This is an optimization exercise on Yosys and OpenROAD, whose aim is small area, a short achievable clock period and few clock cycles per item, not a production implementation. Only simulation tests tie the RTL to the original design; equivalence was not proved. Power and IR drop assume default switching activity.

==> design/flow/design.v <==
module nxm_mulmod (
    input  wire        clk,
    input  wire        rst,
    input  wire        start,
    input  wire [63:0] a,
    input  wire [63:0] b,
    input  wire [63:0] m,
    output reg         done,
    output reg  [63:0] r
);
    reg [63:0] a_q;
    reg [63:0] b_q;
    reg [63:0] m_q;
    reg [6:0]  cnt;
    reg        running;
    wire [65:0] t      = {1'b0, r, 1'b0} + (b_q[63] ? {2'b00, a_q} : 66'd0);
    wire [65:0] m1     = {2'b00, m_q};
    wire [65:0] m2     = {1'b0, m_q, 1'b0};
    wire [65:0] t_red  = (t >= m2) ? (t - m2) :
                         (t >= m1) ? (t - m1) : t;
    always @(posedge clk) begin
        if (rst) begin
            running <= 1'b0;
            done    <= 1'b0;
            cnt     <= 7'd0;
        end else begin
            done <= 1'b0;
            if (start) begin
                a_q     <= a;
                b_q     <= b;
                m_q     <= m;
                r       <= 64'd0;
                cnt     <= 7'd64;
                running <= 1'b1;
            end else if (running) begin
                r   <= t_red[63:0];
                b_q <= {b_q[62:0], 1'b0};
                cnt <= cnt - 7'd1;
                if (cnt == 7'd1) begin
                    running <= 1'b0;
                    done    <= 1'b1;
                end
            end
        end
    end
endmodule
module nxm_mod (
    input  wire        clk,
    input  wire        rst,
    input  wire        start,
    input  wire [15:0] cmd,
    input  wire [63:0] opa,
    input  wire [63:0] opb,
    input  wire [63:0] opm,
    output wire        busy,
    output reg         done,
    output reg  [63:0] res,
    output reg         err,
    output reg  [15:0] err_code
);
    localparam [7:0] OPC_MODMUL  = 8'h02;
    localparam [7:0] OPC_MODEXP  = 8'h03;
    localparam [7:0] OPC_ISPRIME = 8'h04;
    localparam [63:0] T_MR = 64'd4759123141;
    localparam [3:0] S_IDLE   = 4'd0,
                     S_CHECK  = 4'd1,
                     S_REDX   = 4'd2,
                     S_MUL    = 4'd3,
                     S_EXP    = 4'd4,
                     S_EXP_M  = 4'd5,
                     S_EXP_S  = 4'd6,
                     S_DEC    = 4'd7,
                     S_WIT    = 4'd8,
                     S_WRED   = 4'd9,
                     S_WCHK   = 4'd10,
                     S_SQ     = 4'd11,
                     S_SQ_W   = 4'd12,
                     S_WNEXT  = 4'd13;
    reg [3:0]  state;
    reg [7:0]  opc;
    reg        u;
    reg [6:0]  rsv;
    reg [63:0] la, lb, lm;
    reg        x_neg;
    reg [63:0] acc;
    reg [63:0] base;
    reg [63:0] e;
    reg        prime_mode;
    reg [63:0] d;
    reg [6:0]  s;
    reg [6:0]  rc;
    reg [3:0]  widx;
    reg        big;
    reg        mm_start;
    reg [63:0] mm_a, mm_b;
    wire       mm_done;
    wire [63:0] mm_r;
    nxm_mulmod u_mulmod (
        .clk   (clk),
        .rst   (rst),
        .start (mm_start),
        .a     (mm_a),
        .b     (mm_b),
        .m     (lm),
        .done  (mm_done),
        .r     (mm_r)
    );
    assign busy = (state != S_IDLE);
    function [63:0] witness;
        input       w12;
        input [3:0] idx;
        begin
            if (!w12) begin
                case (idx)
                    4'd0:    witness = 64'd2;
                    4'd1:    witness = 64'd7;
                    default: witness = 64'd61;
                endcase
            end else begin
                case (idx)
                    4'd0:    witness = 64'd2;
                    4'd1:    witness = 64'd3;
                    4'd2:    witness = 64'd5;
                    4'd3:    witness = 64'd7;
                    4'd4:    witness = 64'd11;
                    4'd5:    witness = 64'd13;
                    4'd6:    witness = 64'd17;
                    4'd7:    witness = 64'd19;
                    4'd8:    witness = 64'd23;
                    4'd9:    witness = 64'd29;
                    4'd10:   witness = 64'd31;
                    default: witness = 64'd37;
                endcase
            end
        end
    endfunction
    wire [63:0] cur_witness = witness(big, widx);
    wire [3:0]  last_widx   = big ? 4'd11 : 4'd2;
    wire [63:0] n_minus_1   = lm - 64'd1;
    always @(posedge clk) begin
        if (rst) begin
            state    <= S_IDLE;
            done     <= 1'b0;
            err      <= 1'b0;
            err_code <= 16'd0;
            res      <= 64'd0;
            mm_start <= 1'b0;
        end else begin
            done     <= 1'b0;
            mm_start <= 1'b0;
            case (state)
                S_IDLE: begin
                    if (start) begin
                        opc   <= cmd[7:0];
                        u     <= cmd[8];
                        rsv   <= cmd[15:9];
                        la    <= opa;
                        lb    <= opb;
                        lm    <= opm;
                        state <= S_CHECK;
                    end
                end
                S_CHECK: begin
                    if (opc != OPC_MODMUL && opc != OPC_MODEXP && opc != OPC_ISPRIME) begin
                        done     <= 1'b1;
                        err      <= 1'b1;
                        err_code <= 16'h0103;
                        state    <= S_IDLE;
                    end else if (rsv != 7'd0) begin
                        done     <= 1'b1;
                        err      <= 1'b1;
                        err_code <= 16'h0203;
                        state    <= S_IDLE;
                    end else if (opc == OPC_ISPRIME) begin
                        if ((!u && la[63]) || la <= 64'd1) begin
                            done     <= 1'b1;
                            err      <= 1'b0;
                            err_code <= 16'd0;
                            res      <= 64'd0;
                            state    <= S_IDLE;
                        end else if (la == 64'd2) begin
                            done     <= 1'b1;
                            err      <= 1'b0;
                            err_code <= 16'd0;
                            res      <= 64'd1;
                            state    <= S_IDLE;
                        end else begin
                            lm    <= la;
                            d     <= la - 64'd1;
                            s     <= 7'd0;
                            big   <= (la >= T_MR);
                            state <= S_DEC;
                        end
                    end else if (lm == 64'd0) begin
                        done     <= 1'b1;
                        err      <= 1'b1;
                        err_code <= 16'h0101;
                        state    <= S_IDLE;
                    end else if (!u && lm[63]) begin
                        done     <= 1'b1;
                        err      <= 1'b1;
                        err_code <= 16'h0202;
                        state    <= S_IDLE;
                    end else if (!u && lb[63]) begin
                        done     <= 1'b1;
                        err      <= 1'b1;
                        err_code <= 16'h0102;
                        state    <= S_IDLE;
                    end else begin
                        x_neg    <= !u && la[63];
                        mm_a     <= (lm == 64'd1) ? 64'd0 : 64'd1;
                        mm_b     <= (!u && la[63]) ? (64'd0 - la) : la;
                        mm_start <= 1'b1;
                        state    <= S_REDX;
                    end
                end
                S_REDX: begin
                    if (mm_done) begin
                        if (opc == OPC_MODMUL) begin
                            mm_a     <= (x_neg && mm_r != 64'd0) ? (lm - mm_r) : mm_r;
                            mm_b     <= lb;
                            mm_start <= 1'b1;
                            state    <= S_MUL;
                        end else begin
                            acc        <= (lm == 64'd1) ? 64'd0 : 64'd1;
                            base       <= (x_neg && mm_r != 64'd0) ? (lm - mm_r) : mm_r;
                            e          <= lb;
                            prime_mode <= 1'b0;
                            state      <= S_EXP;
                        end
                    end
                end
                S_MUL: begin
                    if (mm_done) begin
                        done     <= 1'b1;
                        err      <= 1'b0;
                        err_code <= 16'd0;
                        res      <= mm_r;
                        state    <= S_IDLE;
                    end
                end
                S_EXP: begin
                    if (e == 64'd0) begin
                        if (prime_mode) begin
                            state <= S_WCHK;
                        end else begin
                            done     <= 1'b1;
                            err      <= 1'b0;
                            err_code <= 16'd0;
                            res      <= acc;
                            state    <= S_IDLE;
                        end
                    end else if (e[0]) begin
                        mm_a     <= acc;
                        mm_b     <= base;
                        mm_start <= 1'b1;
                        state    <= S_EXP_M;
                    end else begin
                        mm_a     <= base;
                        mm_b     <= base;
                        mm_start <= 1'b1;
                        state    <= S_EXP_S;
                    end
                end
                S_EXP_M: begin
                    if (mm_done) begin
                        acc      <= mm_r;
                        mm_a     <= base;
                        mm_b     <= base;
                        mm_start <= 1'b1;
                        state    <= S_EXP_S;
                    end
                end
                S_EXP_S: begin
                    if (mm_done) begin
                        base  <= mm_r;
                        e     <= {1'b0, e[63:1]};
                        state <= S_EXP;
                    end
                end
                S_DEC: begin
                    if (!d[0]) begin
                        d <= {1'b0, d[63:1]};
                        s <= s + 7'd1;
                    end else begin
                        widx  <= 4'd0;
                        state <= S_WIT;
                    end
                end
                S_WIT: begin
                    if (lm == cur_witness) begin
                        done     <= 1'b1;
                        err      <= 1'b0;
                        err_code <= 16'd0;
                        res      <= 64'd1;
                        state    <= S_IDLE;
                    end else begin
                        mm_a     <= 64'd1;
                        mm_b     <= cur_witness;
                        mm_start <= 1'b1;
                        state    <= S_WRED;
                    end
                end
                S_WRED: begin
                    if (mm_done) begin
                        acc        <= 64'd1;
                        base       <= mm_r;
                        e          <= d;
                        prime_mode <= 1'b1;
                        state      <= S_EXP;
                    end
                end
                S_WCHK: begin
                    if (acc == 64'd1 || acc == n_minus_1) begin
                        state <= S_WNEXT;
                    end else begin
                        rc    <= 7'd1;
                        state <= S_SQ;
                    end
                end
                S_SQ: begin
                    if (rc < s) begin
                        mm_a     <= acc;
                        mm_b     <= acc;
                        mm_start <= 1'b1;
                        state    <= S_SQ_W;
                    end else begin
                        done     <= 1'b1;
                        err      <= 1'b0;
                        err_code <= 16'd0;
                        res      <= 64'd0;
                        state    <= S_IDLE;
                    end
                end
                S_SQ_W: begin
                    if (mm_done) begin
                        acc <= mm_r;
                        if (mm_r == n_minus_1) begin
                            state <= S_WNEXT;
                        end else begin
                            rc    <= rc + 7'd1;
                            state <= S_SQ;
                        end
                    end
                end
                S_WNEXT: begin
                    if (widx == last_widx) begin
                        done     <= 1'b1;
                        err      <= 1'b0;
                        err_code <= 16'd0;
                        res      <= 64'd1;
                        state    <= S_IDLE;
                    end else begin
                        widx  <= widx + 4'd1;
                        state <= S_WIT;
                    end
                end
                default: state <= S_IDLE;
            endcase
        end
    end
endmodule
==> design/flow/run.sh <==
#!/bin/bash
# synth_recipe.tcl (not shown) runs the flow's synth.tcl, then flattens the netlist and writes it again
# the make line also repeats each setting of config.mk as NAME=value (left out here)
make -C /OpenROAD-flow-scripts/flow DESIGN_CONFIG=/design/flow/config.mk WORK_HOME=/design/flow/orfs CLKGATE_MAP_FILE= SYNTH_SCRIPT=/design/flow/synth_recipe.tcl finish
==> design/flow/config.mk <==
export PLATFORM = sky130hd
export DESIGN_NAME = nxm_mod
export DESIGN_NICKNAME = nxm_mod
export VERILOG_FILES = /design/flow/design.v
export SDC_FILE = /design/flow/constraint.sdc
export NUM_CORES = 4
export LEC_CHECK = 0
export CAP_MARGIN = 20
export CORE_MARGIN = 2
export CORE_UTILIZATION = 40
export SLEW_MARGIN = 20
==> design/flow/constraint.sdc <==
create_clock -name core_clock -period 10.0 [get_ports {clk}]
set_input_delay 2.0000 -clock core_clock [delete_from_list [all_inputs] [get_ports {clk}]]
set_output_delay 2.0000 -clock core_clock [all_outputs]
set_load 0.01 [all_outputs]
==> flow_metrics.tcl <==
set metrics [dict create \
    p_sw_frac 0.3222 \
    core_mm2 0.1517 \
    synth_cell_types 95 \
    slew_headroom 0.1471 \
    wirelength_mm 242.5 \
    clock_path_buffers 3 \
    setup_ws_ns 1.311 \
    comb_power_share 0.245 \
    seq_area_frac_synth 0.4575 \
    area_growth_pct 13.26 \
    synthTopCellsByArea "edfxtp_1, ha_1, xnor2_1" \
    async_flop_share 0 \
    drv_slew 0 \
    grt.total_usage 0.3010 \
    numPortBuffers 281 \
    critPathLaunch "u_mulmod.b_q[63]" \
    antenna_left 0 \
    hold_path.class "flip-flop to flip-flop" \
    power.total_w 0.01150 \
    dpl_cell_area_mm2 0.06568 \
    grt_overflow 0 \
    period_share 0.8689 \
    grt_pass1_wl_mm 344.8 \
    synth_area_mm2 0.06098 \
    p_int_w 0.007794 \
    yosys_warnings 2 \
    die_w_um 394.5 \
    pre_cts_ws_ns 1.557 \
    ir_worst_vdd_mv 0.1571 \
    setup_violations 0 \
    tritoncts "built" \
    whs_ns 0.4147 \
    initial_core_util 0.4019 \
    start_kind "flip-flop" \
    yosys.area.top_type_share 0.4279 \
    rrSetupSlack_ns 1.31 \
    hold_path_end "u_mulmod.a_q[38]" \
    die_area_mm2 0.1556 \
    hpwl_mm 186.9 \
    fin_area_mm2 0.06907 \
    layout-drive-gt1-share 0.05919 \
    num_io_pins 294 \
    critPathMaxFanout 106 \
    h-tree-depth 3 \
    clock-sinks 959 \
    clk_latency_ns 0.76 \
    power_density_mw_per_mm2 166.5 \
    synth_edf_count 869 \
    synth_area_per_cell_um2 9.625 \
    cts_hold_buf 0 \
    synth-seq-cells 959 \
    min_from "mm_a[38]" \
    vias 52320 \
    worst-setup-path-type "flip-flop to flip-flop" \
    p_leak_nw 25.00 \
    wl_per_cell_um 28.41 \
    whs_path_depth 0 \
    vias_per_cell 6.130 \
    hold_viol_final 0 \
    final.setup.tns_ns 0 \
    switchingPower_w 0.003706 \
    cp.required_ns 10.43 \
    period_minus_slack_ns 8.689 \
    nNetsFinal 6907 \
    r2r-start "u_mulmod.b_q[63]" \
    cts-resized-gates 0 \
    fin_skew_ns 0.08032 \
    arrival_ns 9.12 \
    p_clk_frac 0.334 \
    post-cts-setup-buffer-count 0 \
    drtIter0Drc 7319 \
    synthFlopType "edfxtp_1" \
    r2r-end "u_mulmod.r[7]" \
    grt_pass1_vias 49010 \
    num_rows 143 \
    gp_congestion 1.042 \
    path_clk_slew_ns 0.06 \
    reg2reg_depth 27 \
    cts_buffers 105 \
    outcome "no timing/DRC/antenna violations" \
    grt_start_max_net_pins 132 \
    post-synth-top-area-cell "edfxtp_1" \
    root_buffer "clkbuf_16" \
    drc 0 \
    rsz0062_at_grt "no" \
    max_cap_viol_count 0 \
    antenna_found_initial 3 \
    endpoint_kind "flip-flop" \
    worst_slew_pin_slew_ns 1.268 \
    synthesis.instances 6336 \
    chipHeight_um 394.5 \
    power_frac_seq 0.421 \
    firstDrtPassIters 10 \
    clock.fmax_mhz 115.1 \
]
## per-stage QoR
step	util	instances
after floorplan	-	6347
after global placement	0.4329	8339
after detailed placement	0.4329	8339
after CTS	0.4552	8534
after global routing	0.4552	8534
final	0.4552	8535
## worst max-delay path by stage
stage | slack [ns] | to
CTS | 1.55 | u_mulmod.r[7]
floorplan | 1.48 | u_mulmod.b_q[0]
global route | 0.89 | u_mulmod.r[18]
global placement | 1.74 | u_mulmod.r[37]
finish | 1.31 | u_mulmod.r[7]
detailed placement | 1.56 | u_mulmod.r[7]
## power by group through the flow
stage,clock network (W),registers (W),logic [W]
4_1_cts,0.00390,0.00482,0.00277
2_1_floorplan,0,0.00479,0.00194
3_3_place_gp,0,0.00490,0.00274
6_report,0.00385,0.00484,0.00282
5_1_grt,0.00405,0.00484,0.00306
3_5_place_dp,0,0.00490,0.00274
## layer usage
| metal | vias up | wire (um) | share of wire | GRT usage |
|---|---|---|---|---|
| met4 | 2 | 11920 | 0.049 | 0.1335 |
| met5 | - | 11 | 0.000045 | 0 |
| met3 | 414 | 23710 | 0.098 | 0.04777 |
| met1 | 25320 | 105000 | 0.43 | 0.4350 |
| li1 | 23660 | - | - | - |
| met2 | 2928 | 101800 | 0.42 | 0.4426 |
## Yosys cell counts (147+ instances only)
cell        n
ha_1      276
nand3_1   153
a211oi_1  150
a22oi_1   165
a21o_1    147
inv_1     235
o21ai_0   400
xnor2_1   321
a21oi_1   416
nor2_1    490
xor2_1    208
clkbuf_1  338
edfxtp_1  869
nand2_1   723
## placed cells by master, fill, tap and decap left out, types with 75 or more instances in the layout
cell	n
nand2_1	722
nor3_1	106
clkbuf_16	107
buf_4	75
o21ai_0	400
nand3_1	153
nor2_1	477
dfxtp_1	89
xnor2_1	321
a22oi_1	165
and2_1	144
xor2_1	208
a222oi_1	80
clkdlybuf4s50_1	280
a21oi_1	414
nor4_1	90
ha_1	276
edfxtp_1	869
a211oi_1	150
nand4_1	100
a21o_1	147
inv_1	234
## area by class of cell
cell class	instances	area [um2]
multi-input cells	4755	30930
well taps	2030	2540
clock inverters	55	509.2
diodes	1	2.502
inverters	237	889.6
clock buffers	140	2872
repair buffers	358	3426
flip-flops and latches	959	27900
fillers	14590	82660
## worst max-delay path, cell delays in order (launching register included)
cell and delay, ns:
edfxtp_1 0.32, buf_4 0.38, nand2_1 0.19, inv_1 0.10
ha_1 0.24, a211o_1 0.29, a31oi_1 0.42, or4b_1 0.22
a21oi_1 0.17, o21ai_1 0.64, nor2_1 0.18, or2_2 0.35
a31oi_1 0.31, o21ai_0 0.21, a31oi_1 0.24, xnor2_1 0.27
ha_1 0.39, a21o_1 0.21, a21o_1 0.20, a41o_1 0.23
a2111oi_0 0.31, o21ai_0 0.41, a221o_1 0.51, a221oi_4 0.53
buf_12 0.39, nor2_1 0.12, a211oi_1 0.26, a211oi_1 0.09
## kinds of logic (layout without fill, tap and decap cells)
logic type / Yosys count / after routing / share of synthesized area
buf+inv: 633 / 790 / 0.04024
simple gates: 2100 / 2100 / 0.1642
compound gates: 1723 / 1723 / 0.1845
flops: 959 / 959 / 0.4575
other cells: 1 / 13 / 0.00006149
fa+ha+maj: 280 / 280 / 0.05794
mux: 111 / 111 / 0.01957
xor+xnor: 529 / 529 / 0.07598
Testbench counts, summed over its fixed seeds: cycles 1,563,291, items 128.

==> what the ideal ports hide <==
The results above use ideal ports. As a check the final layout listed here was re-extracted and re-timed, cells and wires unchanged. Step 1 sets driving cells, clkbuf_16 on the clock port and buf_2 on the other inputs (assumed; they add their load-dependent delay and slew). Step 2 also shifts input and output timing later by t, the mid clock arrival at the registers, as if the neighbouring blocks saw the same clock. a / b / c = ideal ports / drivers / drivers and shift; a / b = the first two.
shift t [ns]: 0.801
setup WS [ns]: 1.311 / 1.311 / 1.311
latest minus earliest clock arrival (ns): 0.080 / 0.081
worst data-port slew with drivers (ns): 0.07
cell pins on the clock port's net: 1
After both steps this run still meets setup and hold. The setup slack of this run moves by 0.000 ns with the drivers and by 0.000 ns with both steps.
